Background: an optimization exercise with open tools, aiming at small area. Do not read the settings as production practice. Only simulation tests tie the RTL to the original design; equivalence was not proved. Power and IR drop assume default switching activity.

File: flow/flow/run.sh
#!/bin/bash
# Standard layout, with two changes made through ORFS's own variables:
#  * the port buffers are sky130_fd_sc_hd__buf_1 (every port still gets one);
#  * clock tree synthesis runs without dummy loads.
# Each step's full output is in orfs/logs/; make's own output is in make.log.
set -euo pipefail
cts_args="-sink_clustering_enable -repair_clock_nets -dont_use_dummy_load"
cts_args="$cts_args -buf_list sky130_fd_sc_hd__clkbuf_4 -sink_clustering_size 10 -sink_clustering_max_diameter 45"
bash standard.sh \
    "BUFFER_PORTS_ARGS=-buffer_cell sky130_fd_sc_hd__buf_1" \
    "CTS_ARGS=$cts_args" \
    finish > make.log 2>&1
File: flow/standard.sh
#!/bin/bash
# synth_recipe.tcl (not shown) runs the flow's synth.tcl, then flattens the netlist and writes it again
# the make line also repeats each setting of config.mk as NAME=value (left out here)
make -C /OpenROAD-flow-scripts/flow DESIGN_CONFIG=/design/flow/config.mk WORK_HOME=/design/flow/orfs CLKGATE_MAP_FILE= SYNTH_SCRIPT=/design/flow/synth_recipe.tcl "${@:-finish}"
File: flow/config.mk
export PLATFORM = sky130hd
export DESIGN_NAME = pms_codec
export DESIGN_NICKNAME = pms_codec
export VERILOG_FILES = /design/flow/design.v
export SDC_FILE = /design/flow/constraint.sdc
export NUM_CORES = 4
export LEC_CHECK = 0
export CAP_MARGIN = 20
export CORE_MARGIN = 2
export CORE_UTILIZATION = 40
export SLEW_MARGIN = 20
export SYNTH_HIERARCHICAL = 1
File: flow/constraint.sdc
create_clock -name core_clock -period 12.0 [get_ports {clk}]
set_input_delay 2.4000 -clock core_clock [delete_from_list [all_inputs] [get_ports {clk}]]
set_output_delay 2.4000 -clock core_clock [all_outputs]
set_load 0.01 [all_outputs]
File: flow/design.v
module pms_codec #(
    parameter STRICT_LEN = 0
) (
    input             clk,
    input             rst,         
    input             req_valid,
    input      [31:0] req,
    output reg        rsp_valid,
    output reg [15:0] rsp_data
);
    localparam [7:0] START1 = 8'h42;
    localparam [7:0] START2 = 8'h4D;
    wire [3:0] func = req[31:28];
    wire fire = req_valid && !rst;
    wire mid_zero  = (req[27:8] == 20'd0);
    wire is_push   = fire && (func == 4'h1) && mid_zero;
    wire is_clr    = fire && (func == 4'h2) && mid_zero && (req[7:0] == 8'd0);
    wire is_decode = fire && (func == 4'h3) && mid_zero && (req[7:0] == 8'd0);
    wire is_encode = fire && (func == 4'h4) && (req[27:24] == 4'd0);
    wire is_regrd  = fire && (func == 4'h5) && mid_zero;
    wire [7:0] byte_in = req[7:0];
    reg [5:0]  rx_cnt;
    reg        rx_ovf;
    reg        d_done;
    reg        d_ok;
    reg        good;           
    reg [12:0] acc;            
    reg [7:0]  stage [0:23];   
    reg [15:0] meas  [0:11];
    wire cnt_full = rx_cnt[5];               
    wire push_in  = is_push && !cnt_full;
    wire at0      = (rx_cnt[4:0] == 5'd0);
    wire at1      = (rx_cnt[4:0] == 5'd1);
    wire at30     = (rx_cnt[4:0] == 5'd30);
    wire at31     = (rx_cnt[4:0] == 5'd31);
    wire m_st1  = (byte_in == START1);
    wire m_st2  = (byte_in == START2);
    wire m_cshi = (byte_in == {3'd0, acc[12:8]});
    wire m_cslo = (byte_in == acc[7:0]);
    wire match  = at0 ? m_st1 : at1 ? m_st2 : at30 ? m_cshi : at31 ? m_cslo : 1'b1;
    wire good_nxt = (at0 || good) && match;
    wire frame_ok = cnt_full && !rx_ovf && good;
    always @(posedge clk) begin
        if (rst) begin
            rx_ovf <= 1'b0;
            d_done <= 1'b0;
            d_ok   <= 1'b0;
        end else if (is_push) begin
            if (cnt_full)
                rx_ovf <= 1'b1;
        end else if (is_clr) begin
            rx_ovf <= 1'b0;
        end else if (is_decode) begin
            d_done <= 1'b1;
            d_ok   <= frame_ok;
            rx_ovf <= 1'b0;
        end
    end
    wire       cnt_clr = rst || is_clr || is_decode;
    wire [5:0] cnt_t;
    wire [4:0] cnt_s;
    assign cnt_t[0] = push_in;
    genvar gn;
    generate
        for (gn = 0; gn < 5; gn = gn + 1) begin : g_cnt
            pms_ha u_ha (.a(rx_cnt[gn]), .b(cnt_t[gn]), .s(cnt_s[gn]), .co(cnt_t[gn + 1]));
        end
    endgenerate
    always @(posedge clk)
        rx_cnt <= {6{!cnt_clr}} & {rx_cnt[5] | cnt_t[5], cnt_s};
    always @(posedge clk) begin
        if (push_in)
            good <= good_nxt;
    end
    wire [12:0] acc_a = acc & {13{!at0}};
    wire [7:0]  acc_b = byte_in & {8{push_in && !at30 && !at31}};
    wire [13:0] acc_c;
    wire [12:0] acc_nxt;
    assign acc_c[0] = 1'b0;
    genvar ga;
    generate
        for (ga = 0; ga < 13; ga = ga + 1) begin : g_acc
            if (ga == 0)
                pms_ha u_ha (.a(acc_a[ga]), .b(acc_b[ga]), .s(acc_nxt[ga]), .co(acc_c[ga + 1]));
            else if (ga < 8)
                pms_fa u_fa (.a(acc_a[ga]), .b(acc_b[ga]), .c(acc_c[ga]),
                             .s(acc_nxt[ga]), .co(acc_c[ga + 1]));
            else
                pms_ha u_ha (.a(acc_a[ga]), .b(acc_c[ga]), .s(acc_nxt[ga]), .co(acc_c[ga + 1]));
        end
    endgenerate
    always @(posedge clk)
        acc <= acc_nxt;
    wire shift_in = push_in && (rx_cnt[4:2] != 3'b111);
    integer i;
    always @(posedge clk) begin
        if (shift_in) begin
            for (i = 0; i < 23; i = i + 1)
                stage[i] <= stage[i + 1];
            stage[23] <= byte_in;
        end
    end
    integer k;
    always @(posedge clk) begin
        if (is_decode && frame_ok) begin
            for (k = 0; k < 12; k = k + 1)
                meas[k] <= {stage[2 * k], stage[2 * k + 1]};
        end
    end
    reg        tx_valid;
    reg [1:0]  tx_op;       
    reg [15:0] tx_data;
    wire [7:0] enc_op = req[23:16];
    wire op_ok = (enc_op == 8'hE1) || (enc_op == 8'hE2) || (enc_op == 8'hE4);
    always @(posedge clk) begin
        if (rst)
            tx_valid <= 1'b0;
        else if (is_encode)
            tx_valid <= op_ok;
    end
    always @(posedge clk) begin
        if (is_encode) begin
            tx_op   <= {enc_op[2], enc_op[2] | enc_op[1]};
            tx_data <= req[15:0];
        end
    end
    wire [7:0] tx_opb = {5'b11100, tx_op[1], tx_op[0] & ~tx_op[1], ~tx_op[0]};
    wire [8:0] cs_c;
    wire [7:0] cs_s;
    wire [9:0] tx_csum;
    assign cs_c[0] = tx_op[0];
    genvar gc;
    generate
        for (gc = 0; gc < 8; gc = gc + 1) begin : g_cs
            pms_fa u_fa (.a(tx_data[8 + gc]), .b(tx_data[gc]), .c(cs_c[gc]),
                         .s(cs_s[gc]), .co(cs_c[gc + 1]));
        end
    endgenerate
    wire cs_q2, cs_q3, cs_q4, cs_q8;
    wire cs_q5 = cs_s[4] | cs_q4;
    wire cs_q6 = cs_s[5] | cs_q5;
    wire cs_q7 = cs_s[6] | cs_q6;
    assign tx_csum[0] = cs_s[0];
    pms_ha    u_cs1 (.a(cs_s[1]), .b(tx_op[1]), .s(tx_csum[1]), .co(cs_q2));
    pms_ha    u_cs2 (.a(cs_s[2]), .b(cs_q2), .s(tx_csum[2]), .co(cs_q3));
    pms_ha    u_cs3 (.a(cs_s[3]), .b(cs_q3), .s(tx_csum[3]), .co(cs_q4));
    pms_xnor2 u_cs4 (.a(cs_s[4]), .b(cs_q4), .y(tx_csum[4]));
    pms_xnor2 u_cs5 (.a(cs_s[5]), .b(cs_q5), .y(tx_csum[5]));
    pms_xnor2 u_cs6 (.a(cs_s[6]), .b(cs_q6), .y(tx_csum[6]));
    pms_ha    u_cs7 (.a(cs_s[7]), .b(cs_q7), .s(tx_csum[7]), .co(cs_q8));
    pms_xnor2 u_cs8 (.a(cs_c[8]), .b(cs_q8), .y(tx_csum[8]));
    assign tx_csum[9] = cs_c[8] | cs_q8;
    reg [4:0] rd_num;
    always @(posedge clk) begin
        rd_num <= {req[4], req[4] ? req[3] : req[5], req[2:0]};
        if (rst)
            rsp_valid <= 1'b0;
        else
            rsp_valid <= is_regrd;
    end
    wire [11:0] sm;                  
    wire [6:0]  st;                  
    wire [2:0]  ss;                  
    genvar gs;
    generate
        for (gs = 0; gs < 12; gs = gs + 1) begin : g_sm
            if (gs < 8)
                assign sm[gs] = rd_num[4] && !rd_num[3] && (rd_num[2:0] == gs);
            else
                assign sm[gs] = rd_num[4] && rd_num[3] && (rd_num[1:0] == gs - 8);
        end
        for (gs = 0; gs < 6; gs = gs + 1) begin : g_st
            assign st[gs] = !rd_num[4] && rd_num[3] && (rd_num[2:0] == gs);
        end
    endgenerate
    assign st[6] = !rd_num[4] && rd_num[3] && (rd_num[2:1] == 2'b11);
    assign ss[0] = !rd_num[4] && !rd_num[3] && (rd_num[1:0] == 2'd0);
    assign ss[1] = !rd_num[4] && !rd_num[3] && (rd_num[1:0] == 2'd1);
    assign ss[2] = !rd_num[4] && !rd_num[3] && rd_num[1];
    genvar gb, gk;
    generate
        for (gb = 0; gb < 8; gb = gb + 1) begin : g_hi
            wire [3:0] n;
            for (gk = 0; gk < 4; gk = gk + 1) begin : g_k
                pms_aoi222 u_aoi (
                    .a1(sm[3 * gk]),     .a2(meas[3 * gk][8 + gb]),
                    .b1(sm[3 * gk + 1]), .b2(meas[3 * gk + 1][8 + gb]),
                    .c1(sm[3 * gk + 2]), .c2(meas[3 * gk + 2][8 + gb]),
                    .y(n[gk]));
            end
            always @(*) rsp_data[8 + gb] = ~&n;
        end
    endgenerate
    wire [7:0] tx_cs_hi = {6'd0, tx_csum[9:8]};
    wire [7:0] stat0 = {6'd0, d_ok, d_done};
    wire [7:0] stat1 = {rx_ovf, 1'b0, rx_cnt};
    wire [7:0] const_lo = {st[2], st[0] | st[1] | st[2], st[2], 1'b0, st[1],
                           st[1] | st[2] & tx_opb[2], st[0] | st[2] & tx_opb[1],
                           st[1] | st[2] & tx_opb[0]};
    generate
        for (gb = 0; gb < 8; gb = gb + 1) begin : g_lo
            wire [5:0] n;
            for (gk = 0; gk < 4; gk = gk + 1) begin : g_k
                pms_aoi222 u_aoi (
                    .a1(sm[3 * gk]),     .a2(meas[3 * gk][gb]),
                    .b1(sm[3 * gk + 1]), .b2(meas[3 * gk + 1][gb]),
                    .c1(sm[3 * gk + 2]), .c2(meas[3 * gk + 2][gb]),
                    .y(n[gk]));
            end
            pms_aoi222 u_tx (
                .a1(st[3]), .a2(tx_data[8 + gb]),
                .b1(st[4]), .b2(tx_data[gb]),
                .c1(st[6]), .c2(tx_csum[gb]),
                .y(n[4]));
            assign n[5] = ~(st[5] & tx_cs_hi[gb] | ss[0] & stat0[gb] |
                            ss[1] & stat1[gb] | ss[2] & (gb == 0 ? tx_valid : 1'b0));
            always @(*) rsp_data[gb] = ~&n | const_lo[gb];
        end
    endgenerate
endmodule
module pms_aoi222 (
    input  a1, a2, b1, b2, c1, c2,
    output y
);
    assign y = ~(a1 & a2 | b1 & b2 | c1 & c2);
endmodule
module pms_fa (
    input  a, b, c,
    output s, co
);
    assign s  = a ^ b ^ c;
    assign co = a & b | c & (a ^ b);
endmodule
module pms_ha (
    input  a, b,
    output s, co
);
    assign s  = a ^ b;
    assign co = a & b;
endmodule
module pms_xnor2 (
    input  a, b,
    output y
);
    assign y = ~(a ^ b);
endmodule
==> summary.md, run 1 <==
The clock reaches the later pin of the worst-skew pair after 0.71 ns. Combinational cells account for 2.5% of the total power. Cell internal power was estimated by the tool at 1840 uW.

The net total in the final layout was 908. The worst hold path belongs to the class reg2reg. Entering global routing, the biggest net connects 80 pins. For the area of the die, the log shows 0.0392 mm2. The floorplan step set the die width to 198 um. Across all hold checks on the routed design, the worst slack comes to 0.393 ns.

Clock tree root buffer cell: clkbuf_4. After layout, the minimum clock period comes to 7.96 ns. In this run, synthesis inferred 403 flip-flops with an integrated enable.

Setup repair after global routing left no endpoint under its margin. Summed over all nets, the switching power comes to 470 uW. Between clock sinks in the finished design, the worst skew comes to 0.0701 ns. Final global-route overflow total: 0. Prior to clock tree synthesis, the placed netlist has a worst setup slack of 4.64 ns.

The transition time at the pin with the least slew margin was 1.02 ns; the global routing usage summed across all routing layers was 14.9%. For this run, the number of Yosys warnings is 11. The worst-case IR drop observed on VDD is 0.0000601 V.

The run finished with no timing, DRC or antenna violations. The worst setup path is of the reg2out kind. In this run, the number of DRC markers left after iteration 0 of detailed routing was 973. The run gives 0 as the number of routed nets with antenna violations.

The clock network fraction of total power was 27.2%. Of the cells placed in the final design, the portion with a size suffix greater than 1 is 10.2%. Summing the sequential cell areas from Yosys gives 84.2% of the chip area. Count of final setup violators: 0. The routed via count divided by cell count was 5.38.

The longest clock path from root to sink contains 3 buffers. The count of fill cells added during filler insertion is 3284. The logs give 0 for the post-CTS setup-driven buffer insertion count and 0.799 for the global placement routability congestion. The async set-reset flop share out of synthesis was 0%.

Buffers inserted to repair hold after CTS numbered 0. 52 I/O pins were placed. STA classifies the critical path endpoint as an output pin.

Flip-flop cell with the highest count after synthesis: edfxtp_1. The port buffer count is 51, and the setup TNS after final layout is 0 ns. Final number of max-transition violations: 0. After detailed routing, the average wire length per cell comes to 21.1 um. The worst setup path is launched from a flop. Per report_power, the sequential group accounts for 70.3% of the total. Max-cap violations in this run came to 0.

By area the synthesized netlist is led by edfxtp_1 80%, a222oi_1 4.8%, dfxtp_1 3.9%. Summed over all layers, the routed wires come to 28.6 mm. After clock tree synthesis, the clock-pin slew on the worst setup and hold paths is 0.10 ns. The initial cell density of the core is 40.3%. Detailed placement ended at an HPWL of 17.4 mm.

The logs give 126 MHz for the achievable frequency and 789 for the net count after synthesis. The H-tree generated during clock tree synthesis spans 2 levels. The post-synthesis cell count was 724; the total power divided by cell area was 140 mW/mm2. The mapped netlist covers 0.0151 mm2. The final route contains 7280 vias. The area of the placeable core was 0.0374 mm2; the biggest fanout along the worst timing path was 3. Each instance of the synthesized netlist takes up on average 20.8 um2. The logs give 1300 for the cell count after placement and 0 for the count of cells resized by post-cts repair. The endpoint arrival time on the critical path is 5.56 ns, and the number of antenna violations at the first check in global routing is 1. The standard-cell row count is 71. In the routed design, unresolved DRC markers number 0.

In this run the vertical extent of the chip is 198 um. Compared with the post-synthesis result, the final layout area differs by 9.23%. The required time reported for the critical path endpoint was 9.60 ns; the leakage power was 0.00508 uW. The number of optimization iterations in the first detailed-route pass came out at 7. The register bit total from synthesis was 432; the switching fraction of total power was 20.3%. Setup slack on the critical path of the routed design comes to 4.04 ns. In this run the cell area measured after placement is 0.0161 mm2. Summed over all instances, the cell type with the most area after synthesis is edfxtp_1. The number of global-route vias before repair is 7351, and the number of CTS-inserted buffers is 52. The filler-free cell count of the finished design is 1353.

Of the available clock period, the critical path in the final layout requires 66.3%. The run gives 45 as the number of distinct library cells after synthesis. The number of clock sinks seen by CTS was 432; the share of the synthesized area in the top cell type was 80.3%. The wire length of the first global-routing pass is 43.9 mm. The post-route standard cell area excluding fillers was 0.0165 mm2.

TritonCTS built the clock tree. The tools report the number of hold violations in the final report as 0. The run gives 32.0% as the normalized max-slew margin.
## cells in the final DEF, fill, tap and decap left out, types with 2 or more instances in the layout
| master | synthesis | layout |
|---|---|---|
| nand4_1 | 17 | 17 |
| clkbuf_4 | 0 | 52 |
| and4_1 | 2 | 2 |
| nor2_1 | 21 | 21 |
| and3_1 | 7 | 7 |
| edfxtp_1 | 403 | 403 |
| nor3_2 | 0 | 4 |
| o21ai_0 | 7 | 7 |
| xnor2_1 | 5 | 5 |
| nand3_1 | 6 | 6 |
| buf_1 | 0 | 51 |
| dfxtp_1 | 29 | 29 |
| and4b_1 | 2 | 2 |
| fa_1 | 15 | 15 |
| nand2b_1 | 3 | 3 |
| a222oi_1 | 72 | 72 |
| nand2_1 | 11 | 11 |
| nor4_1 | 8 | 8 |
| nand3b_1 | 3 | 3 |
| a21oi_1 | 8 | 8 |
| nor2b_1 | 16 | 16 |
| xor2_1 | 13 | 13 |
| nor3_1 | 12 | 8 |
| o2111ai_1 | 2 | 2 |
| or3_1 | 3 | 3 |
| or2_2 | 3 | 3 |
| ha_1 | 15 | 15 |
| inv_1 | 5 | 4 |
| buf_4 | 0 | 19 |
| and2_1 | 13 | 13 |
## through the flow
step | utilization (%) | total power [uW]
after global placement | 42.9 | 1720
final | 44.0 | 2310
after CTS | 44.0 | 2340
after floorplan | - | 1680
after detailed placement | 42.9 | 1720
after global routing | 44.0 | 2410
## sequential cells by signal (all words and copies together) (netlist names), 2 cells and up
register	cells
stage	192
tx_op	2
meas	192
rd_num	5
tx_data	16
rx_cnt	6
acc	13
## per-module statistics from Yosys, one instance, submodules excluded
module / flops+latches / cell area [um2] / cells inside
pms_codec: 432 / 13800 / 618
pms_fa: 0 / 20.0 / 1
pms_xnor2: 0 / 8.76 / 1
pms_aoi222: 0 / 10.0 / 1
pms_ha: 0 / 12.5 / 1
## cell type report
type	count	area, um2	share of cell area [%]
Antenna cell	1	2.50	0.0152
Clock buffer	52	390	2.37
Inverter	5	23.8	0.144
Multi-Input combinational cell	282	2380	14.5
Sequential cell	432	12700	77.1
Tap cell	511	639	3.89
Timing Repair Buffer	70	334	2.03
## synthesized netlist by cell type (2+ instances only)
library cell,count
a21oi_1,8
a222oi_1,72
and2_1,13
and3_1,7
and4_1,2
and4b_1,2
clkbuf_1,5
dfxtp_1,29
edfxtp_1,403
fa_1,15
ha_1,15
inv_1,5
nand2_1,11
nand2b_1,3
nand3_1,6
nand3b_1,3
nand4_1,17
nor2_1,21
nor2b_1,16
nor3_1,12
nor4_1,8
o2111ai_1,2
o21ai_0,7
or2_2,3
or3_1,3
xnor2_1,5
xor2_1,13
## kinds of logic after synthesis
logic type,share of synthesized area (%)
AOI/OAI and AO/OA,5.78
xor gates and xnor gates,1.05
adders and majority gates,3.24
buffers and inverters,0.249
DFF,84.2
muxes,0.141
and+or+nand+nor,5.35
## worst paths after layout
| check | start | to | slack [ns] | depth (start not counted) |
|---|---|---|---|---|
| max | tx_op[0] | rsp_data[7] | 4.04 | 12 |
| min | stage[21][5] | stage[20][5] | 0.39 | 0 |
| max reg2reg | rx_cnt[3] | acc[12] | 6.17 | 16 |
| min reg2reg | stage[21][5] | stage[20][5] | 0.39 | 0 |
## critical path, cell delays in order, from the launching register on
cell	delay (ns)
edfxtp_1	0.49
fa_1	0.42
fa_1	0.40
fa_1	0.41
fa_1	0.40
fa_1	0.40
fa_1	0.42
fa_1	0.40
fa_1	0.45
ha_1	0.30
a222oi_1	0.34
nand4_1	0.27
buf_1	0.20
## per-layer routing
metal	vias up	track usage (%)	share of wire, %
met5	-	0	0
met4	0	4.29	1.9
met3	45	3.00	5.8
met2	224	23.6	47
met1	3721	21.2	45
li1	3290	-	-
## power by group through the flow
stage	logic, uW	clock network [uW]	registers, uW
after global routing	63.8	718	1620
after detailed placement	59.0	0	1660
after floorplan	28.5	0	1660
final	58.0	628	1620
after CTS	59.2	659	1620
after global placement	58.8	0	1660
==> inputs of run 2 (changes only) <==
--- a/flow/config.mk
+++ b/flow/config.mk
@@ -9,3 +9,3 @@
 export CORE_MARGIN = 2
-export CORE_UTILIZATION = 40
+export CORE_UTILIZATION = 60
 export SLEW_MARGIN = 20
==> run 2 against run 1 <==
Effect of this change: still clean; setup slack improved by 0.082 ns; sequential power about the same; maximum frequency increased by 1.0%; critical path depth unchanged; cell count decreased by 14%; design area decreased by 1.6%; utilization increased by 22 points; global-route usage increased by 6.8 points; non-clock buffer count decreased by 4.
==> summary.md, run 2 <==
The global placement routability congestion is 0.844 (was 0.799). Top flop regs: meas: 192 flops, stage: 192 flops, tx_data: 16 flops (unchanged). The depth of the most critical reg-to-reg path was 16 (unchanged). The post-CTS setup-driven buffer insertion count came out at 0 (unchanged). The logs give 0 (unchanged) for the number of routed nets with antenna violations and 0 (unchanged) for the final number of max-transition violations. The cell area after synthesis came out at 0.0151 mm2 (unchanged). The startpoint-to-endpoint class of the critical path was reg2out (unchanged). The async set-reset flop share out of synthesis works out to 0% (unchanged). Startpoint of the worst-slack reg-to-reg timing path: rx_cnt[2] (was rx_cnt[3]). The proportion of synthesized chip area in sequential cells was 84.2% (unchanged). The count of yosys warnings during synthesis is 11 (unchanged).

The ratio of cells with drive above 1 in the final layout works out to 9.69% (was 10.2%). The count of cells resized by post-cts repair is 0 (unchanged), and the worst clock skew is 0.0539 ns (was 0.0701 ns). Most used cells in the layout excluding fill and tap cells: 403 x edfxtp_1, 72 x a222oi_1, 51 x clkbuf_4, 51 x buf_1, 29 x dfxtp_1 (was 403 x edfxtp_1, 72 x a222oi_1, 52 x clkbuf_4). Adder and majority gate portion of the synthesized area: 3.24% (unchanged). The final critical-path share of the clock period was 65.6% (was 66.3%); the global routing usage summed across all routing layers was 21.7% (was 14.9%). The run gives 0 (unchanged) as the final global-route overflow total. The run gives 3 (unchanged) as the worst-case clock buffer depth.

The kind of end point of the critical path was an output pin (unchanged). Wire length of the first global-routing pass: 42.6 mm (was 43.9 mm). Dominant cell type by count on the critical path: fa_1 (unchanged). The post-synthesis cell count is 724 (unchanged), and the initial cell density of the core is 61.6% (was 40.3%).

The setup TNS after final layout came out at 0 ns (unchanged). The hold slack came out at 0.416 ns (was 0.393 ns). The mean routed wirelength per cell was 24.2 um (was 21.1 um). The tools report the standard-cell row count as 57 (was 71). The number of distinct library cells after synthesis was 45 (unchanged); the clock transition time at the flip-flop clock pins of the worst setup and hold paths was 0.10 ns (about the same).

The routed via count divided by cell count works out to 6.32 (was 5.38). The post-synthesis compound-gate area fraction was 5.78% (unchanged); the maximum resistive drop on vdd was 0.0000752 V (was 0.0000601 V). For the achievable frequency, the log shows 127 MHz (was 126 MHz). The register bit total from synthesis was 432 (unchanged); the required time reported for the critical path endpoint was 9.60 ns (about the same). The run gives 789 (unchanged) as the net count after synthesis. The final core area utilization is 66.2% (was 44.0%), and the combinational cell fraction of total power is 2.5% (about the same). The tools report the beginning of the critical path as tx_op[0] (unchanged). The DRC violation count after routing was 0 (unchanged); the endpoint arrival time on the critical path was 5.48 ns (was 5.56 ns). For the number of vias after detailed routing, the log shows 7336 (was 7280). The DRC marker count from the first detailed-route iteration was 896 (was 973). The run gives 0.69 ns (was 0.71 ns) as the worst-skew pair later-pin latency. Setup repair after global routing left no endpoint under its margin. The internal power consumption is 1840 uW (about the same), and the sequential share of power is 70.7% (was 70.3%). Share of the synthesized area in the top cell type: 80.3% (unchanged). Most numerous cell types in the synthesized netlist: 403 x edfxtp_1, 72 x a222oi_1, 29 x dfxtp_1 (unchanged). The switching fraction of total power works out to 20.1% (was 20.3%). The number of enable flip-flop cells after synthesis works out to 403 (unchanged).

The clock network fraction of total power is 26.8% (was 27.2%), and the area fraction in and, or, nand and nor cells after synthesis is 5.35% (unchanged). The largest area contributor in the netlist is edfxtp_1 (unchanged). The cell type of the slowest stage on the worst timing path was edfxtp_1 (unchanged).

The worst slack at placement was 4.63 ns (was 4.64 ns). Most used standard cell by instance count after synthesis: edfxtp_1 (unchanged). The run gives 6.15 ns (was 6.17 ns) as the worst setup slack for register-to-register paths. The tools report the pin count of the biggest net entering global routing as 193 (was 80). The clock tree root buffer cell is clkbuf_4 (unchanged). TritonCTS built the clock tree. Area of the multi-input gates: 0.00238 mm2 (unchanged).

The number of clock sinks seen by CTS is 432 (unchanged), and the relative area change from synthesis to final layout is 7.51% (was 9.23%). The time the final worst path needs with I/O delays and setup is 7.88 ns (was 7.96 ns), and the normalized max-slew margin is 27.4% (was 32.0%). The number of top-level pins came out at 52 (unchanged). Synth area leaders: edfxtp_1 80%, a222oi_1 4.8%, dfxtp_1 3.9% (unchanged).

The tools report the number of CTS-inserted buffers as 51 (was 52). The max-cap check violation count was 0 (unchanged); the width of the die was 162 um (was 198 um). Type of the most critical hold path: reg2reg (unchanged).

The logs give 2 (unchanged) for the H-tree depth and 4.12 ns (was 4.04 ns) for the worst setup slack after layout. The critical path's largest stage delay was 0.48 ns (was 0.49 ns); the port buffer count was 51 (unchanged). The flow ran to the end and the layout has no timing, DRC or antenna violations. Type of origin of the critical path: a flop (unchanged). The xor and xnor fraction of the mapped netlist area works out to 1.05% (unchanged).

The tools report the net switching power figure as 460 uW (was 470 uW). The area taken by flip-flops and latches is 0.0127 mm2 (unchanged), and the number of antenna violations at the first check in global routing is 2 (was 1). Flip-flop cell with the highest count after synthesis: edfxtp_1 (unchanged). The final wirelength is 28.1 mm (was 28.6 mm). Average cell area after synthesis: 20.8 um2 (unchanged).

Combinational family with the most area after synthesis: compound AO/OA/AOI/OAI gates (unchanged). The transition time at the pin with the least slew margin came out at 1.09 ns (was 1.02 ns). Endpoint of the worst setup timing path: rsp_data[7] (unchanged). The vertical extent of the die is 162 um (was 198 um).

Worst reg2reg path endpoint: acc[12] (unchanged). Worst-path cell chain: fa_1 -> fa_1 -> fa_1 -> fa_1 -> fa_1 -> fa_1 -> fa_1 -> fa_1 -> ha_1 -> a222oi_1 -> nand4_1 -> buf_1 (unchanged). The post-detailed-placement half-perimeter wirelength is 17.1 mm (was 17.4 mm).

Number of optimization iterations in the first detailed-route pass: 6 (was 7). The total power divided by cell area was 142 mW/mm2 (was 140 mW/mm2). The area of the placeable core is 0.0245 mm2 (was 0.0374 mm2). The share of cell area taken by muxes after synthesis came out at 0.141% (unchanged).

For the leakage power, the log shows 0.00506 uW (was 0.00508 uW). The commonest non-fill, non-tap cell in the layout was edfxtp_1 (unchanged). The logs give 0 (unchanged) for the total of hold buffers inserted after clock tree synthesis and 0.0264 mm2 (was 0.0392 mm2) for the area of the die. For the number of hold violations in the final report, the log shows 0 (unchanged). The biggest fanout along the worst timing path was 3 (unchanged). The logs give 7309 (was 7351) for the number of global-route vias before repair and 0 (unchanged) for the count of final setup violators. The count of fill cells added during filler insertion is 1664 (was 3284).

The net total in the final layout was 903 (was 908).
run 2: changes by cell type in the layout (fill, tap and decap cells not counted), sizes merged:
cell,change
clkbuf,-1
buf,-4
run 2: kinds of logic (layout without fill, tap and decap cells):
kind of cell,Yosys count,count (layout)
flops,432,432
buf+inv,10,122
mux,2,2
simple gates,136,136
compound gates,96,96
other cells,0,1
xor+xnor,18,18
fa+ha+maj,30,30
run 2: worst min-delay path by stage:
stage / start / endpoint / slack [ns] / depth (start not counted)
after CTS: stage[23][0] / stage[22][0] / 0.39 / 0
after global routing: stage[23][0] / stage[22][0] / 0.41 / 0
after floorplan: stage[0][2] / meas[0][10] / 0.40 / 0
after detailed placement: stage[0][2] / meas[0][10] / 0.41 / 0
final: stage[20][0] / meas[10][8] / 0.42 / 0
after global placement: stage[0][2] / meas[0][10] / 0.41 / 0
run 2: through the flow:
| step | power [uW] | std cells | area, um2 |
|---|---|---|---|
| 3_5_place_dp | 1720 | 1109 | 15800 |
| 5_1_grt | 2380 | 1161 | 16200 |
| 3_3_place_gp | 1710 | 1109 | 15800 |
| 2_1_floorplan | 1680 | 724 | 15100 |
| 6_report | 2300 | 1161 | 16200 |
| 4_1_cts | 2320 | 1160 | 16200 |
run 2: layer usage:
layer / up-vias / share of wire, % / track usage [%]
li1: 3284 / - / -
met1: 3708 / 43 / 31.7
met2: 289 / 48 / 33.8
met3: 55 / 7.1 / 4.56
met4: 0 / 2.1 / 6.40
met5: - / 0 / 0
run 2: power groups by stage:
stage / logic [uW] / clock network, uW / registers [uW]
after floorplan: 28.5 / 0 / 1660
after global placement: 56.6 / 0 / 1660
after detailed placement: 57.4 / 0 / 1660
after CTS: 57.6 / 641 / 1620
after global routing: 61.4 / 697 / 1620
final: 57.0 / 616 / 1620
run 2: critical path: cells and delay by family (launching register included):
kind / cells / cell delay, ns
adder cells (fa/ha/maj): 9 / 3.55
flip-flops: 1 / 0.48
AO/OA/AOI/OAI: 1 / 0.34
AND/OR/NAND/NOR: 1 / 0.24
buffers and inverters: 1 / 0.19
run 2: modules after synthesis (local to each module, per instance):
module      flops+latches  times used  area (um2)
pms_fa                  0          15        20.0
pms_ha                  0          15        12.5
pms_aoi222              0          72        10.0
pms_xnor2               0           4        8.76
pms_codec             432           1       13800
run 2: cell type report:
type | count | share of cell area, %
timing repair buffer | 66 | 1.95
inverter | 5 | 0.147
antenna | 1 | 0.0155
sequential | 432 | 78.3
multi-input combinational | 282 | 14.7
tap | 324 | 2.50
clock buffer | 51 | 2.36
==> inputs of run 3 (changes only) <==
--- a/flow/flow/run.sh
+++ b/flow/flow/run.sh
@@ -7,3 +7,3 @@
 cts_args="-sink_clustering_enable -repair_clock_nets -dont_use_dummy_load"
-cts_args="$cts_args -buf_list sky130_fd_sc_hd__clkbuf_4 -sink_clustering_size 10 -sink_clustering_max_diameter 45"
+cts_args="$cts_args -buf_list sky130_fd_sc_hd__clkbuf_4 -sink_clustering_size 12 -sink_clustering_max_diameter 40"
 bash standard.sh \
==> run 3 against run 2 <==
Effect of this change: still clean; area after synthesis stayed put; clock-buffer cell count is 3 lower; register-to-register slack worse by 0.02 ns; critical path depth stayed put; clock power is 3% lower; flip-flop and latch count stayed put; cell count is 0.17% lower; first-iteration DRC count is 1.6% higher; die area stayed put; hold slack worse by 0.050 ns; utilization is 0.082 points lower.
==> summary.md, run 3 <==
The post-synthesis cell count is 724 (unchanged). Most used cells in the layout excluding fill and tap cells: 403 x edfxtp_1, 72 x a222oi_1, 51 x buf_1 (was 403 x edfxtp_1, 72 x a222oi_1, 51 x clkbuf_4, 51 x buf_1, 29 x dfxtp_1). The tools report the net count after synthesis as 789 (unchanged). The type of origin of the critical path was a flop (unchanged). Top flop regs: meas: 192 flops, stage: 192 flops, tx_data: 16 flops (unchanged). The logs give 7299 (was 7309) for the number of global-route vias before repair and 0 (unchanged) for the max-cap check violation count. The post-synthesis compound-gate area fraction was 5.78% (unchanged); the proportion of synthesized chip area in sequential cells was 84.2% (unchanged). Achievable frequency: 127 MHz (about the same). Largest area contributor in the netlist: edfxtp_1 (unchanged).

The count of yosys warnings during synthesis was 11 (unchanged); the number of enable flip-flop cells after synthesis was 403 (unchanged). The total of hold buffers inserted after clock tree synthesis is 0 (unchanged), and the number of optimization iterations in the first detailed-route pass is 8 (was 6). The number of top-level pins is 52 (unchanged), and the time the final worst path needs with I/O delays and setup is 7.85 ns (was 7.88 ns).

The number of clock sinks seen by CTS was 432 (unchanged); the transition time at the pin with the least slew margin was 1.31 ns (was 1.09 ns). The xor and xnor fraction of the mapped netlist area is 1.05% (unchanged), and the number of vias after detailed routing is 7357 (was 7336). The placement-stage cell area is 0.0158 mm2 (unchanged), and the share of the synthesized area in the top cell type is 80.3% (unchanged). The tools report the number of distinct library cells after synthesis as 45 (unchanged).

The share of cell area taken by muxes after synthesis is 0.141% (unchanged). The biggest fanout along the worst timing path is 3 (unchanged), and the ratio of cells with drive above 1 in the final layout is 9.36% (was 9.69%). The wire length of the first global-routing pass is 42.5 mm (was 42.6 mm). The startpoint-to-endpoint class of the critical path is reg2out (unchanged). The width of the die came out at 162 um (unchanged). The total power divided by cell area was 141 mW/mm2 (was 142 mW/mm2).

The mean routed wirelength per cell was 24.2 um (about the same). For the cell count after placement, the log shows 1109 (unchanged). The tools report the DRC violation count after routing as 0 (unchanged). Setup TNS after final layout: 0 ns (unchanged). The tools report the cell area after synthesis as 0.0151 mm2 (unchanged). Type of the most critical hold path: reg2reg (unchanged). The final global-route overflow total was 0 (unchanged). The tools report the H-tree depth as 2 (unchanged). TritonCTS built the clock tree. The tools report the count of fill cells added during filler insertion as 1663 (was 1664).

The clock network fraction of total power is 26.3% (was 26.8%). The tools report the internal power consumption as 1820 uW (was 1840 uW). The kind of end point of the critical path is an output pin (unchanged). The final core area utilization was 66.1% (was 66.2%); the leakage power was 0.00505 uW (was 0.00506 uW).

For the global routing usage summed across all routing layers, the log shows 21.7% (about the same). Setup repair after global routing left no endpoint under its margin. For the endpoint arrival time on the critical path, the log shows 5.45 ns (was 5.48 ns).

Synth area leaders: edfxtp_1 80%, a222oi_1 4.8%, dfxtp_1 3.9% (unchanged). The net switching power figure was 457 uW (was 460 uW); the register bit total from synthesis was 432 (unchanged). Most numerous cell types in the synthesized netlist: 403 x edfxtp_1, 72 x a222oi_1, 29 x dfxtp_1 (unchanged). For the area of the placeable core, the log shows 0.0245 mm2 (unchanged).

The DRC marker count from the first detailed-route iteration is 910 (was 896), and the switching fraction of total power is 20.0% (was 20.1%). The logs give 0 (unchanged) for the post-CTS setup-driven buffer insertion count and 0.844 (unchanged) for the global placement routability congestion. Async set-reset flop share out of synthesis: 0% (unchanged). The area fraction in and, or, nand and nor cells after synthesis is 5.35% (unchanged), and the clock transition time at the flip-flop clock pins of the worst setup and hold paths is 0.12 ns (was 0.10 ns). The post-route standard cell area excluding fillers came out at 0.0162 mm2 (about the same). The run gives 0.0899 ns (was 0.0539 ns) as the worst clock skew.

The area of the die was 0.0264 mm2 (unchanged); the standard-cell row count was 57 (unchanged). The most used standard cell by instance count after synthesis is edfxtp_1 (unchanged). The average cell area after synthesis came out at 20.8 um2 (unchanged).

The vertical extent of the die came out at 162 um (unchanged). For the combinational cell fraction of total power, the log shows 2.5% (about the same). The final wirelength was 28.0 mm (was 28.1 mm); the number of hold violations in the final report was 0 (unchanged). The routed via count divided by cell count was 6.35 (was 6.32); the port buffer count was 51 (unchanged).

The combinational family with the most area after synthesis is compound AO/OA/AOI/OAI gates (unchanged). Commonest non-fill, non-tap cell in the layout: edfxtp_1 (unchanged). Final number of max-transition violations: 0 (unchanged). The sequential share of power was 71.2% (was 70.7%). Post-detailed-placement half-perimeter wirelength: 17.1 mm (unchanged). Net total in the final layout: 900 (was 903). The logs give 9.60 ns (about the same) for the required time reported for the critical path endpoint and 2 (unchanged) for the number of antenna violations at the first check in global routing. The initial cell density of the core is 61.6% (unchanged), and the adder and majority gate portion of the synthesized area is 3.24% (unchanged). The number of routed nets with antenna violations is 0 (unchanged), and the pin count of the biggest net entering global routing is 193 (unchanged). The flip-flop cell with the highest count after synthesis was edfxtp_1 (unchanged). The tools report the count of cells resized by post-cts repair as 0 (unchanged). The clock tree root buffer cell was clkbuf_4 (unchanged). The flow ran to the end and the layout has no timing, DRC or antenna violations.

The number of CTS-inserted buffers was 48 (was 51); the filler-free cell count of the finished design was 1159 (was 1161). The worst-skew pair later-pin latency was 0.70 ns (was 0.69 ns). The worst-case clock buffer depth is 3 (unchanged), and the count of final setup violators is 0 (unchanged). For the normalized max-slew margin, the log shows 12.9% (was 27.4%). The final critical-path share of the clock period was 65.4% (was 65.6%). The relative area change from synthesis to final layout is 7.38% (was 7.51%), and the maximum resistive drop on vdd is 0.0000855 V (was 0.0000752 V).
## run 3: final cells by class
cell class	count	area (um2)	share of cell area, %
Multi-Input combinational cell	282	2380	14.7
Tap cell	324	405	2.51
Inverter	5	23.8	0.147
Sequential cell	432	12700	78.4
Antenna cell	2	5.00	0.0309
Timing Repair Buffer	66	317	1.96
Clock buffer	48	360	2.23
## run 3: cell families after synthesis
| group | Yosys count |
|---|---|
| adders and majority gates | 30 |
| buffers and inverters | 10 |
| and+or+nand+nor | 136 |
| AOI/OAI and AO/OA | 96 |
| xor gates and xnor gates | 18 |
| muxes | 2 |
| DFF | 432 |
## run 3: final timing paths
kind | startpoint | to | slack [ns] | cells past startpoint
hold / removal | stage[23][7] | stage[22][7] | 0.37 | 0
setup reg to reg | rx_cnt[2] | acc[12] | 6.13 | 16
setup / recovery | tx_op[0] | rsp_data[7] | 4.15 | 12
hold reg to reg | stage[23][7] | stage[22][7] | 0.37 | 0
## run 3: power by group through the flow
stage	Clock [uW]	Combinational, uW	Sequential (uW)
detailed placement	0	57.4	1660
global placement	0	56.6	1660
CTS	625	57.7	1620
global route	679	61.4	1620
floorplan	0	28.5	1660
finish	600	57.3	1620
## run 3: modules after synthesis, one instance, submodules excluded
module,cells inside,times used,flops+latches,cell area (um2)
pms_xnor2,1,4,0,8.76
pms_codec,618,1,432,13800
pms_aoi222,1,72,0,10.0
pms_ha,1,15,0,12.5
pms_fa,1,15,0,20.0
## run 3: metal layers
layer | vias to the layer above | GRT usage (%) | share of wire (%)
met2 | 294 | 33.8 | 48
li1 | 3271 | - | -
met3 | 49 | 4.18 | 6.8
met4 | 0 | 6.88 | 2.3
met5 | - | 0 | 0
met1 | 3743 | 31.9 | 43
## run 3: per-stage QoR
step	worst slack, ns	power [uW]	hold slack [ns]
after global placement	4.69	1710	0.407
after global routing	3.99	2360	0.389
after detailed placement	4.63	1720	0.408
after CTS	4.09	2310	0.372
final	4.15	2280	0.366
after floorplan	0.172	1680	0.400
## run 3: worst max-delay path: stages, from the launching register on
cell and delay (ns):
edfxtp_1 0.48, fa_1 0.42, fa_1 0.39, fa_1 0.40, fa_1 0.41, fa_1 0.40
fa_1 0.39, fa_1 0.39, fa_1 0.45, ha_1 0.30, a222oi_1 0.33, nand4_1 0.24
buf_1 0.19
==> inputs of run 4 (changes only) <==
--- a/flow/flow/run.sh
+++ b/flow/flow/run.sh
@@ -7,3 +7,3 @@
 cts_args="-sink_clustering_enable -repair_clock_nets -dont_use_dummy_load"
-cts_args="$cts_args -buf_list sky130_fd_sc_hd__clkbuf_4 -sink_clustering_size 12 -sink_clustering_max_diameter 40"
+cts_args="$cts_args -buf_list sky130_fd_sc_hd__clkbuf_8 -sink_clustering_size 20 -sink_clustering_max_diameter 45"
 bash standard.sh \
==> run 4 against run 3 <==
Effect of this change: still clean; total power increased by 4.5%; sequential power is essentially flat; first-iteration DRC count grew 3.8%; utilization increased by 0.64 points; critical path type unchanged; largest power group unchanged.
==> summary.md, run 4 <==
The flow ran to the end and the layout has no timing, DRC or antenna violations. The largest area contributor in the netlist was edfxtp_1 (unchanged). The worst setup slack after layout is 4.26 ns (was 4.15 ns).

The port buffer count came out at 51 (unchanged). The final global-route overflow total is 0 (unchanged), and the final critical-path share of the clock period is 64.5% (was 65.4%). The critical path's largest stage delay is 0.47 ns (was 0.48 ns). The average cell area after synthesis works out to 20.8 um2 (unchanged). For the cell area after synthesis, the log shows 0.0151 mm2 (unchanged). The number of antenna violations at the first check in global routing is 1 (was 2), and the count of cells resized by post-cts repair is 0 (unchanged). Commonest non-fill, non-tap cell in the layout: edfxtp_1 (unchanged). The logs give 0.0264 mm2 (unchanged) for the area of the die and 9.60 ns (about the same) for the required time reported for the critical path endpoint. For the worst clock skew, the log shows 0.0719 ns (was 0.0899 ns). The tools report the count of final setup violators as 0 (unchanged). The register bit total from synthesis is 432 (unchanged), and the final core area utilization is 66.8% (was 66.1%).

The combinational cell fraction of total power was 2.4% (was 2.5%); the adder and majority gate portion of the synthesized area was 3.24% (unchanged). The run gives 0 (unchanged) as the max-cap check violation count. TritonCTS built the clock tree. The ratio of cells with drive above 1 in the final layout was 8.26% (was 9.36%). The number of clock sinks seen by CTS was 432 (unchanged); the mean routed wirelength per cell was 24.3 um (was 24.2 um). Proportion of synthesized chip area in sequential cells: 84.2% (unchanged). Setup repair after global routing left no endpoint under its margin. The switching fraction of total power is 19.3% (was 20.0%).

The logs give 6.17 ns (was 6.13 ns) for the worst setup slack for register-to-register paths and 33.9% (was 33.8%) for the global-route met2 utilization. The clock tree root buffer cell was clkbuf_8 (was clkbuf_4). Synth area leaders: edfxtp_1 80%, a222oi_1 4.8%, dfxtp_1 3.9% (unchanged).

For the internal power consumption, the log shows 1920 uW (was 1820 uW). Count of yosys warnings during synthesis: 11 (unchanged). Most numerous cell types in the synthesized netlist: 403 x edfxtp_1, 72 x a222oi_1, 29 x dfxtp_1 (unchanged). The final number of max-transition violations was 0 (unchanged). For the pin count of the biggest net entering global routing, the log shows 193 (unchanged). The total power divided by cell area is 146 mW/mm2 (was 141 mW/mm2). For the total of hold buffers inserted after clock tree synthesis, the log shows 0 (unchanged). The maximum resistive drop on vdd is 0.000117 V (was 0.0000855 V).

The post-synthesis compound-gate area fraction works out to 5.78% (unchanged). The global placement routability congestion came out at 0.844 (unchanged). Type of the most critical hold path: reg2reg (unchanged). The worst slack at placement is 4.63 ns (unchanged), and the leakage power is 0.00510 uW (was 0.00505 uW). The standard-cell row count is 57 (unchanged), and the net total in the final layout is 890 (was 900). The most crowded layer after global routing is met2 (unchanged).

The number of distinct library cells after synthesis came out at 45 (unchanged). Kind of end point of the critical path: an output pin (unchanged). The xor and xnor fraction of the mapped netlist area works out to 1.05% (unchanged).

The DRC marker count from the first detailed-route iteration came out at 945 (was 910). For the achievable frequency, the log shows 129 MHz (was 127 MHz). For the worst-skew pair later-pin latency, the log shows 0.57 ns (was 0.70 ns). Dominant cell type by count on the critical path: fa_1 (unchanged). The share of cell area taken by muxes after synthesis is 0.141% (unchanged), and the final wirelength is 27.9 mm (was 28.0 mm).

The global routing usage on met3 was 3.67% (was 4.18%); the number of enable flip-flop cells after synthesis was 403 (unchanged). The run gives 0 (unchanged) as the number of routed nets with antenna violations. The run gives 5.34 ns (was 5.45 ns) as the endpoint arrival time on the critical path. For the hold slack, the log shows 0.402 ns (was 0.366 ns). The relative area change from synthesis to final layout works out to 8.42% (was 7.38%).

The run gives 8 (unchanged) as the number of optimization iterations in the first detailed-route pass. The biggest fanout along the worst timing path is 3 (unchanged), and the net count after synthesis is 789 (unchanged). The type of origin of the critical path is a flop (unchanged). The DRC violation count after routing was 0 (unchanged); the post-detailed-placement half-perimeter wirelength was 17.1 mm (unchanged).

The run gives 0 ns (unchanged) as the setup TNS after final layout. Sequential share of power: 68.1% (was 71.2%). Transition time at the pin with the least slew margin: 1.08 ns (was 1.31 ns).

Worst-case clock buffer depth: 3 (unchanged). The cell type of the slowest stage on the worst timing path is edfxtp_1 (unchanged). The number of global-route vias before repair was 7197 (was 7299); the wire length of the first global-routing pass was 42.1 mm (was 42.5 mm). Share of the synthesized area in the top cell type: 80.3% (unchanged). The vertical extent of the die is 162 um (unchanged). For the area of the placeable core, the log shows 0.0245 mm2 (unchanged). The number of vias after detailed routing was 7283 (was 7357); the async set-reset flop share out of synthesis was 0% (unchanged). The total power consumption of the routed design is 2380 uW (was 2280 uW). Time the final worst path needs with I/O delays and setup: 7.74 ns (was 7.85 ns).

The global routing usage summed across all routing layers came out at 21.5% (was 21.7%). The width of the die is 162 um (unchanged), and the net switching power figure is 460 uW (was 457 uW). The area fraction in and, or, nand and nor cells after synthesis was 5.35% (unchanged); the clock network fraction of total power was 29.5% (was 26.3%).

The routed via count divided by cell count was 6.35 (about the same). Startpoint-to-endpoint class of the critical path: reg2out (unchanged). For the number of inserted diodes, the log shows 0 (was 2). The met1 global-route usage is 31.7% (was 31.9%).

Clock transition time at the flip-flop clock pins of the worst setup and hold paths: 0.11 ns (was 0.12 ns). The most used standard cell by instance count after synthesis is edfxtp_1 (unchanged). For the number of top-level pins, the log shows 52 (unchanged).

The run gives 0 (unchanged) as the number of hold violations in the final report. Worst-path cell chain: fa_1 -> fa_1 -> fa_1 -> fa_1 -> fa_1 -> fa_1 -> fa_1 -> fa_1 -> ha_1 -> a222oi_1 -> nand4_1 -> buf_1 (unchanged). The combinational family with the most area after synthesis was compound AO/OA/AOI/OAI gates (unchanged). The run gives 724 (unchanged) as the post-synthesis cell count.

The flip-flop cell with the highest count after synthesis is edfxtp_1 (unchanged). Top flop regs: meas: 192 flops, stage: 192 flops, tx_data: 16 flops (unchanged). Post-CTS setup-driven buffer insertion count: 0 (unchanged). The initial cell density of the core was 61.6% (unchanged). The H-tree depth was 2 (unchanged).

The logs give 38 (was 48) for the number of CTS-inserted buffers and 28.0% (was 12.9%) for the normalized max-slew margin. Most used cells in the layout excluding fill and tap cells: 403 x edfxtp_1, 72 x a222oi_1, 51 x buf_1 (unchanged).
[run 4: kinds of logic after synthesis]
kind of cell    count (synthesis)
simple gates                  136
buf+inv                        10
xor+xnor                       18
flops                         432
compound gates                 96
mux                             2
fa+ha+maj                      30
[run 4: per-module statistics from Yosys, one instance, submodules excluded]
module | times used | flip-flops and latches
pms_aoi222 | 72 | 0
pms_codec | 1 | 432
pms_xnor2 | 4 | 0
pms_ha | 15 | 0
pms_fa | 15 | 0
[run 4: power groups by stage]
| stage | combinational (uW) | sequential [uW] | clock (uW) |
|---|---|---|---|
| finish | 57.3 | 1620 | 704 |
| global placement | 56.6 | 1660 | 0 |
| detailed placement | 57.4 | 1660 | 0 |
| floorplan | 28.5 | 1660 | 0 |
| global route | 61.4 | 1620 | 779 |
| CTS | 57.6 | 1620 | 732 |
[run 4: layout make-up]
cell class | count | area, um2
fillers | 1634 | 8130
repair buffers | 66 | 317
multi-input cells | 282 | 2380
well taps | 324 | 405
inverters | 5 | 23.8
flip-flops and latches | 432 | 12700
clock buffers | 38 | 523
[run 4: per-layer routing]
metal / vias to the layer above / wire length, um
met5: - / 0
met4: 0 / 583
met3: 51 / 1880
met2: 276 / 13200
met1: 3733 / 12200
li1: 3223 / -
[run 4: stage by stage]
stage / area (um2) / instances
2_1_floorplan: 15100 / 724
3_3_place_gp: 15800 / 1109
5_1_grt: 16300 / 1147
4_1_cts: 16300 / 1147
3_5_place_dp: 15800 / 1109
6_report: 16300 / 1147
[run 4: final timing paths]
kind,startpoint,to,cells after the start
worst max-delay path,tx_op[0],rsp_data[7],12
worst min-delay path,stage[0][3],meas[0][11],0
worst max register to register,rx_cnt[2],acc[12],16
worst min register to register,stage[0][3],meas[0][11],0
[run 4: critical path, delay by kind of cell, from the launching register on]
kind,cells,cell delay [ns]
adder cells (fa/ha/maj),9,3.55
flip-flops,1,0.47
AO/OA/AOI/OAI,1,0.33
AND/OR/NAND/NOR,1,0.24
buffers and inverters,1,0.19
==> inputs of run 5 (changes only) <==
==> flow/flow/run.sh (replaced) <==
#!/bin/bash
# Standard layout, with two changes made through ORFS's own variables:
#  * the port buffers are sky130_fd_sc_hd__buf_1 (every port still gets one);
#  * clock tree synthesis runs without dummy loads, with clkbuf_4 buffers
#    driving sink clusters of at most 10 flip-flops within 45 um.
# Each step's full output is in orfs/logs/; make's own output is in make.log.
set -euo pipefail
cts_args="-sink_clustering_enable -repair_clock_nets -dont_use_dummy_load"
cts_args="$cts_args -buf_list sky130_fd_sc_hd__clkbuf_4 -sink_clustering_size 10 -sink_clustering_max_diameter 45"
bash standard.sh \
    "BUFFER_PORTS_ARGS=-buffer_cell sky130_fd_sc_hd__buf_1" \
    "CTS_ARGS=$cts_args" \
    finish > make.log 2>&1
--- a/flow/config.mk
+++ b/flow/config.mk
@@ -9,3 +9,3 @@
 export CORE_MARGIN = 2
-export CORE_UTILIZATION = 60
+export CORE_UTILIZATION = 50
 export SLEW_MARGIN = 20
==> run 5 against run 4 <==
Effect of this change: still clean on timing, DRC and antenna; design area down 0.17%; via count up 0.15%; wire length up 0.58%; total power down 3.7%; setup slack worse by 0.070 ns; clock skew up 0.0094 ns; largest cell class unchanged; largest power group unchanged.
==> summary.md, run 5 <==
For the number of routed nets with antenna violations, the log shows 0 (unchanged). Commonest non-fill, non-tap cell in the layout: edfxtp_1 (unchanged). The cell area after synthesis is 0.0151 mm2 (unchanged), and the number of optimization iterations in the first detailed-route pass is 6 (was 8).

Relative area change from synthesis to final layout: 8.24% (was 8.42%). The number of clock sinks seen by CTS came out at 432 (unchanged). The run gives 0 (unchanged) as the final number of max-transition violations. The launch instance of the worst min-delay path was stage[20][4] (was stage[0][3]). The largest area contributor in the netlist is edfxtp_1 (unchanged). The area of the die came out at 0.0315 mm2 (was 0.0264 mm2). TritonCTS built the clock tree.

The total of hold buffers inserted after clock tree synthesis is 0 (unchanged), and the port buffer count is 51 (unchanged). The number of vias after detailed routing is 7294 (was 7283). The wire length of the first global-routing pass was 42.7 mm (was 42.1 mm). The kind of end point of the critical path is an output pin (unchanged).

Area of the placeable core: 0.0296 mm2 (was 0.0245 mm2). The run gives 0 (unchanged) as the DRC violation count after routing. The clock transition time at the flip-flop clock pins of the worst setup and hold paths was 0.10 ns (was 0.11 ns).

Worst-path cell chain: fa_1 -> fa_1 -> fa_1 -> fa_1 -> fa_1 -> fa_1 -> fa_1 -> fa_1 -> ha_1 -> a222oi_1 -> nand4_1 -> buf_1 (unchanged). The time the final worst path needs with I/O delays and setup is 7.81 ns (was 7.74 ns), and the worst clock skew is 0.0813 ns (was 0.0719 ns). The normalized max-slew margin came out at 31.1% (was 28.0%). The pin count of the biggest net entering global routing was 193 (unchanged); the async set-reset flop share out of synthesis was 0% (unchanged).

The number of global-route vias before repair came out at 7550 (was 7197). The cell type of the slowest stage on the worst timing path was edfxtp_1 (unchanged). The run gives 50.8% (was 61.6%) as the initial cell density of the core. Most used cells in the layout excluding fill and tap cells: 403 x edfxtp_1, 72 x a222oi_1, 51 x clkbuf_4, 51 x buf_1, 29 x dfxtp_1 (was 403 x edfxtp_1, 72 x a222oi_1, 51 x buf_1). The tools report the post-synthesis cell count as 724 (unchanged). For the proportion of synthesized chip area in sequential cells, the log shows 84.2% (unchanged).

The clock tree root buffer cell is clkbuf_4 (was clkbuf_8). The achievable frequency was 128 MHz (was 129 MHz). The logs give 45 (unchanged) for the number of distinct library cells after synthesis and 28.1 mm (was 27.9 mm) for the final wirelength.

Width of the die: 178 um (was 162 um). Final critical-path share of the clock period: 65.1% (was 64.5%). The tools report the post-detailed-placement half-perimeter wirelength as 17.4 mm (was 17.1 mm). The count of final setup violators was 0 (unchanged).

The type of the most critical hold path is reg2reg (unchanged). Startpoint-to-endpoint class of the critical path: reg2out (unchanged). The biggest fanout along the worst timing path was 3 (unchanged); the worst-skew pair later-pin latency was 0.70 ns (was 0.57 ns). The beginning of the critical path was tx_op[0] (unchanged). The flow ran to the end and the layout has no timing, DRC or antenna violations.

The DRC marker count from the first detailed-route iteration came out at 997 (was 945). Setup repair after global routing left no endpoint under its margin. The net total in the final layout is 904 (was 890), and the mean routed wirelength per cell is 22.9 um (was 24.3 um). Ratio of cells with drive above 1 in the final layout: 9.80% (was 8.26%). Net count after synthesis: 789 (unchanged). The leakage power was 0.00507 uW (was 0.00510 uW); the transition time at the pin with the least slew margin was 1.03 ns (was 1.08 ns). The tools report the startpoint of the worst-slack reg-to-reg timing path as rx_cnt[1] (was rx_cnt[2]). The routed via count divided by cell count is 5.94 (was 6.35), and the global routing usage summed across all routing layers is 18.1% (was 21.5%). For the setup TNS after final layout, the log shows 0 ns (unchanged). Flip-flop cell with the highest count after synthesis: edfxtp_1 (unchanged). The number of top-level pins was 52 (unchanged). The tools report the required time reported for the critical path endpoint as 9.60 ns (about the same).

The number of enable flip-flop cells after synthesis was 403 (unchanged); the final global-route overflow total was 0 (unchanged). For the number of antenna violations at the first check in global routing, the log shows 3 (was 1). Top flop regs: meas: 192 flops, stage: 192 flops, tx_data: 16 flops (unchanged). The register bit total from synthesis is 432 (unchanged). The dominant cell type by count on the critical path was fa_1 (unchanged). The average cell area after synthesis was 20.8 um2 (unchanged); the critical path's largest stage delay was 0.48 ns (was 0.47 ns). Most numerous cell types in the synthesized netlist: 403 x edfxtp_1, 72 x a222oi_1, 29 x dfxtp_1 (unchanged). For the count of cells resized by post-cts repair, the log shows 0 (unchanged).

The maximum resistive drop on vdd was 0.0000663 V (was 0.000117 V). For the max-cap check violation count, the log shows 0 (unchanged). The number of CTS-inserted buffers is 51 (was 38).

The share of the synthesized area in the top cell type was 80.3% (unchanged). The tools report the type of origin of the critical path as a flop (unchanged). Total power divided by cell area: 141 mW/mm2 (was 146 mW/mm2). The post-CTS setup-driven buffer insertion count is 0 (unchanged), and the endpoint arrival time on the critical path is 5.41 ns (was 5.34 ns).

The run gives 0.419 ns (was 0.402 ns) as the hold slack. The logs give 0.830 (was 0.844) for the global placement routability congestion and 3 (unchanged) for the worst-case clock buffer depth. The most used standard cell by instance count after synthesis was edfxtp_1 (unchanged). The run gives 11 (unchanged) as the count of yosys warnings during synthesis. The standard-cell row count was 63 (was 57). Synth area leaders: edfxtp_1 80%, a222oi_1 4.8%, dfxtp_1 3.9% (unchanged). The vertical extent of the die came out at 178 um (was 162 um). The tools report the number of hold violations in the final report as 0 (unchanged). The run gives 2 (unchanged) as the H-tree depth.
run 5: worst paths after layout:
kind | endpoint | slack (ns) | cells past startpoint
setup reg to reg | acc[12] | 6.15 | 16
hold / removal | meas[10][12] | 0.42 | 0
setup / recovery | rsp_data[7] | 4.19 | 12
hold reg to reg | meas[10][12] | 0.42 | 0
run 5: logic make-up (layout without fill, tap and decap cells):
kind of cell             count (synthesis)  count (layout)  synth area share, %
buffers and inverters                   10             123                0.249
XOR/XNOR                                18              18                 1.05
other                                    0               1                    0
AO/OA/AOI/OAI                           96              96                 5.78
adder cells (fa/ha/maj)                 30              30                 3.24
multiplexers                             2               2                0.141
flip-flops                             432             432                 84.2
AND/OR/NAND/NOR                        136             136                 5.35
run 5: metal layers:
| metal | routed length (um) | vias to the layer above | track usage, % |
|---|---|---|---|
| met4 | 448 | 2 | 4.95 |
| li1 | - | 3281 | - |
| met1 | 12400 | 3696 | 25.9 |
| met2 | 13000 | 277 | 28.2 |
| met5 | 13 | - | 0 |
| met3 | 2140 | 38 | 4.41 |
run 5: worst max-delay path, delay by kind of cell (launching register included):
family	cells	cell delay, ns
AOI/OAI and AO/OA	1	0.31
and+or+nand+nor	1	0.21
buffers and inverters	1	0.18
DFF	1	0.48
adders and majority gates	9	3.53
run 5: Yosys stat by module, one instance, submodules excluded:
module	flip-flops and latches	times used
pms_xnor2	0	4
pms_ha	0	15
pms_fa	0	15
pms_codec	432	1
pms_aoi222	0	72
run 5: stage by stage:
stage | worst slack, ns | utilization (%) | std cells | total power [uW] | cell area (um2)
2_1_floorplan | 0.172 | - | 724 | 1680 | 15100
3_3_place_gp | 4.70 | 53.6 | 1175 | 1720 | 15900
3_5_place_dp | 4.60 | 53.6 | 1175 | 1720 | 15900
4_1_cts | 4.15 | 54.9 | 1226 | 2330 | 16300
5_1_grt | 3.94 | 55.0 | 1228 | 2390 | 16300
6_report | 4.19 | 55.0 | 1228 | 2300 | 16300
run 5: area by class of cell:
class	count	area (um2)
Timing Repair Buffer	67	344
Inverter	5	23.8
Antenna cell	1	2.50
Tap cell	390	488
Fill cell	2330	13300
Sequential cell	432	12700
Clock buffer	51	383
Multi-Input combinational cell	282	2380
run 5: power breakdown:
part	switching (uW)	leakage, uW	internal, uW	total [uW]
Clock	419	0.000235	195	615
Sequential	2.68	0.00386	1620	1620
Combinational	38.9	0.000977	19.3	58.3
==> inputs of run 6 (changes only) <==
--- a/flow/config.mk
+++ b/flow/config.mk
@@ -9,3 +9,3 @@
 export CORE_MARGIN = 2
-export CORE_UTILIZATION = 50
+export CORE_UTILIZATION = 75
 export SLEW_MARGIN = 20
==> run 6 against run 5 <==
Effect of this change: still clean; non-clock buffer count decreased by 3; hold slack gained 0.0083 ns; synthesized cell count stayed put; critical path depth is the same; sequential power is essentially flat; flip-flop and latch count did not move; largest cell class unchanged; largest power group unchanged.
==> summary.md, run 6 <==
The clock transition time at the flip-flop clock pins of the worst setup and hold paths is 0.10 ns (about the same). The largest area contributor in the netlist is edfxtp_1 (unchanged). The number of hold violations in the final report is 0 (unchanged), and the number of CTS-inserted buffers is 49 (was 51).

The width of the die came out at 146 um (was 178 um). For the worst setup slack for register-to-register paths, the log shows 6.02 ns (was 6.15 ns). The logs give 2 (unchanged) for the H-tree depth and 0.0212 mm2 (was 0.0315 mm2) for the area of the die. The final number of max-transition violations is 0 (unchanged).

The final wirelength was 26.9 mm (was 28.1 mm); the routed via count divided by cell count was 6.69 (was 5.94). The number of distinct library cells after synthesis came out at 45 (unchanged). Most numerous cell types in the synthesized netlist: 403 x edfxtp_1, 72 x a222oi_1, 29 x dfxtp_1 (unchanged). The run gives 0 (unchanged) as the max-cap check violation count. The port buffer count was 51 (unchanged); the biggest fanout along the worst timing path was 2 (was 3). The number of enable flip-flop cells after synthesis is 403 (unchanged), and the number of antenna violations at the first check in global routing is 1 (was 3). The run gives 76.9% (was 50.8%) as the initial cell density of the core. The relative area change from synthesis to final layout came out at 6.90% (was 8.24%). The number of top-level pins was 52 (unchanged). The share of the synthesized area in the top cell type works out to 80.3% (unchanged). Worst-case clock buffer depth: 3 (unchanged). The run gives 125 MHz (was 128 MHz) as the achievable frequency. The flip-flop cell with the highest count after synthesis is edfxtp_1 (unchanged).

The kind of end point of the critical path was an output pin (unchanged). The number of routed nets with antenna violations came out at 0 (unchanged). The commonest non-fill, non-tap cell in the layout is edfxtp_1 (unchanged). The flow ran to the end and the layout has no timing, DRC or antenna violations. The area of the placeable core came out at 0.0196 mm2 (was 0.0296 mm2).

The logs give 7407 (was 7550) for the number of global-route vias before repair and 0.0380 ns (was 0.0813 ns) for the worst clock skew. The pin count of the biggest net entering global routing came out at 103 (was 193). The endpoint of the worst setup timing path was rsp_data[7] (unchanged).

Standard-cell row count: 51 (was 63). The tools report the normalized max-slew margin as 34.5% (was 31.1%). The post-synthesis cell count was 724 (unchanged); the final global-route overflow total was 0 (unchanged).

Startpoint-to-endpoint class of the critical path: reg2out (unchanged). The cell area after synthesis is 0.0151 mm2 (unchanged). TritonCTS built the clock tree. For the endpoint arrival time on the critical path, the log shows 5.57 ns (was 5.41 ns).

The run gives 0 (unchanged) as the post-CTS setup-driven buffer insertion count. The total power divided by cell area was 141 mW/mm2 (about the same); the global placement routability congestion was 0.879 (was 0.830). The run gives 0 (unchanged) as the count of cells resized by post-cts repair. The tools report the type of origin of the critical path as a flop (unchanged).

Synth area leaders: edfxtp_1 80%, a222oi_1 4.8%, dfxtp_1 3.9% (unchanged). The logs give 0 (unchanged) for the total of hold buffers inserted after clock tree synthesis and 6 (unchanged) for the number of optimization iterations in the first detailed-route pass. Beginning of the critical path: tx_data[8] (was tx_op[0]).

The DRC violation count after routing came out at 0 (unchanged). Top flop regs: meas: 192 flops, stage: 192 flops, tx_data: 16 flops (unchanged). Startpoint of the worst-slack reg-to-reg timing path: rx_cnt[2] (was rx_cnt[1]).

The count of yosys warnings during synthesis is 11 (unchanged), and the average cell area after synthesis is 20.8 um2 (unchanged). For the wire length of the first global-routing pass, the log shows 41.2 mm (was 42.7 mm). The filler-free cell count of the finished design is 1098 (was 1228). The number of clock sinks seen by CTS is 432 (unchanged), and the placement-stage cell area is 0.0157 mm2 (was 0.0159 mm2). The mean routed wirelength per cell was 24.5 um (was 22.9 um).

The proportion of synthesized chip area in sequential cells was 84.2% (unchanged). Most used cells in the layout excluding fill and tap cells: 403 x edfxtp_1, 72 x a222oi_1, 51 x buf_1 (was 403 x edfxtp_1, 72 x a222oi_1, 51 x clkbuf_4, 51 x buf_1, 29 x dfxtp_1). Setup repair after global routing left no endpoint under its margin.

The post-route standard cell area excluding fillers came out at 0.0161 mm2 (was 0.0163 mm2). The transition time at the pin with the least slew margin was 0.982 ns (was 1.03 ns); the setup TNS after final layout was 0 ns (unchanged). The async set-reset flop share out of synthesis is 0% (unchanged). The tools report the clock tree root buffer cell as clkbuf_4 (unchanged).

The tools report the global routing usage summed across all routing layers as 25.8% (was 18.1%). The run gives 789 (unchanged) as the net count after synthesis. Type of the most critical hold path: reg2reg (unchanged). The time the final worst path needs with I/O delays and setup was 7.97 ns (was 7.81 ns).

Ratio of cells with drive above 1 in the final layout: 9.62% (was 9.80%). For the DRC marker count from the first detailed-route iteration, the log shows 1083 (was 997). The number of vias after detailed routing is 7351 (was 7294), and the final critical-path share of the clock period is 66.4% (was 65.1%). The post-detailed-placement half-perimeter wirelength is 16.8 mm (was 17.4 mm), and the net total in the final layout is 899 (was 904). The cell count after placement was 1048 (was 1175). Depth of the most critical reg-to-reg path: 16 (unchanged). Worst-skew pair later-pin latency: 0.68 ns (was 0.70 ns). The leakage power is 0.00504 uW (was 0.00507 uW). The vertical extent of the die was 146 um (was 178 um).

The most used standard cell by instance count after synthesis was edfxtp_1 (unchanged). The maximum resistive drop on vdd is 0.0000986 V (was 0.0000663 V). The count of final setup violators is 0 (unchanged). The tools report the worst reg2reg path endpoint as acc[12] (unchanged). The register bit total from synthesis is 432 (unchanged), and the required time reported for the critical path endpoint is 9.60 ns (about the same).
==> run 6: logic make-up (layout without fill, tap and decap cells) <==
group,count (synthesis),in the layout,synth area share [%]
xor gates and xnor gates,18,18,1.05
and+or+nand+nor,136,136,5.35
AOI/OAI and AO/OA,96,96,5.78
adders and majority gates,30,30,3.24
DFF,432,432,84.2
other,0,1,0
muxes,2,2,0.141
buffers and inverters,10,118,0.249
==> run 6: per-stage QoR <==
stage                     setup slack [ns]  util [%]  hold slack (ns)  total power [uW]
final                                 4.03      82.2            0.427              2270
after global routing                  3.84      82.2            0.442              2340
after CTS                             4.10      82.1            0.426              2290
after detailed placement              4.52      80.3            0.408              1710
after global placement                4.78      80.3            0.407              1710
after floorplan                      0.172         -            0.400              1680
==> run 6: per-module statistics from Yosys (local to each module, per instance) <==
| module | copies in the design | flip-flops and latches | cells | cell area [um2] |
|---|---|---|---|---|
| pms_aoi222 | 72 | 0 | 1 | 10.0 |
| pms_codec | 1 | 432 | 618 | 13800 |
| pms_fa | 15 | 0 | 1 | 20.0 |
| pms_ha | 15 | 0 | 1 | 12.5 |
| pms_xnor2 | 4 | 0 | 1 | 8.76 |
==> run 6: area by class of cell <==
class                      count  area [um2]
antenna                        1        2.50
clock buffer                  49         368
fill                         945        3490
inverter                       5        23.8
multi-input combinational    282        2390
sequential                   432       12700
tap                          265         332
timing repair buffer          64         300
==> run 6: power breakdown <==
| group | total [uW] | switching, uW | internal, uW |
|---|---|---|---|
| Combinational | 56.3 | 37.2 | 19.1 |
| Clock | 594 | 406 | 188 |
| Sequential | 1620 | 2.65 | 1620 |
| Total | 2270 | 446 | 1830 |
==> run 6: metal layers <==
metal | wire length [um] | vias to the layer above | GRT usage, % | part of all wire, %
li1 | - | 3264 | - | -
met1 | 10600 | 3652 | 36.4 | 39
met2 | 13100 | 365 | 40.9 | 49
met3 | 2220 | 70 | 5.11 | 8.2
met4 | 988 | 0 | 10.7 | 3.7
met5 | 0 | - | 0 | 0
==> run 6: worst min path at each step <==
stage / startpoint / end / slack (ns) / cells past startpoint
final: stage[21][4] / stage[20][4] / 0.43 / 0
after global routing: stage[0][6] / meas[0][14] / 0.44 / 0
after CTS: stage[21][4] / stage[20][4] / 0.43 / 0
after detailed placement: stage[0][3] / meas[0][11] / 0.41 / 0
after global placement: stage[0][6] / meas[0][14] / 0.41 / 0
after floorplan: stage[0][2] / meas[0][10] / 0.40 / 0
==> run 6: critical path: stages (launching register included) <==
cell	delay [ns]
edfxtp_1	0.44
fa_1	0.46
fa_1	0.40
fa_1	0.42
fa_1	0.40
fa_1	0.40
fa_1	0.40
fa_1	0.39
fa_1	0.45
ha_1	0.30
a222oi_1	0.39
nand4_1	0.24
buf_1	0.19

## what the ideal ports hide
How much do the figures lean on ideal ports? The routed layouts below were timed once more, with nothing changed but the port constraints. Step 1 assumes that a clkbuf_16 drives the clock port and a buf_2 every other input. Step 2 also shifts input and output timing later by t, the mid clock arrival at the registers, as if the neighbouring blocks saw the same clock. a / b / c = no drivers / after step 1 / after step 2; a / b = the first two.
run | shift t [ns] | slack for setup (ns)
run 1 | 0.718 | 4.043 / 3.998 / 4.639
run 2 | 0.700 | 4.124 / 4.083 / 4.630
run 3 | 0.703 | 4.150 / 4.106 / 4.621
run 4 | 0.582 | 4.261 / 4.215 / 4.611
run 5 | 0.704 | 4.190 / 4.145 / 4.548
run 6 | 0.694 | 4.029 / 3.990 / 4.491
After both steps setup and hold are still met in every run listed.
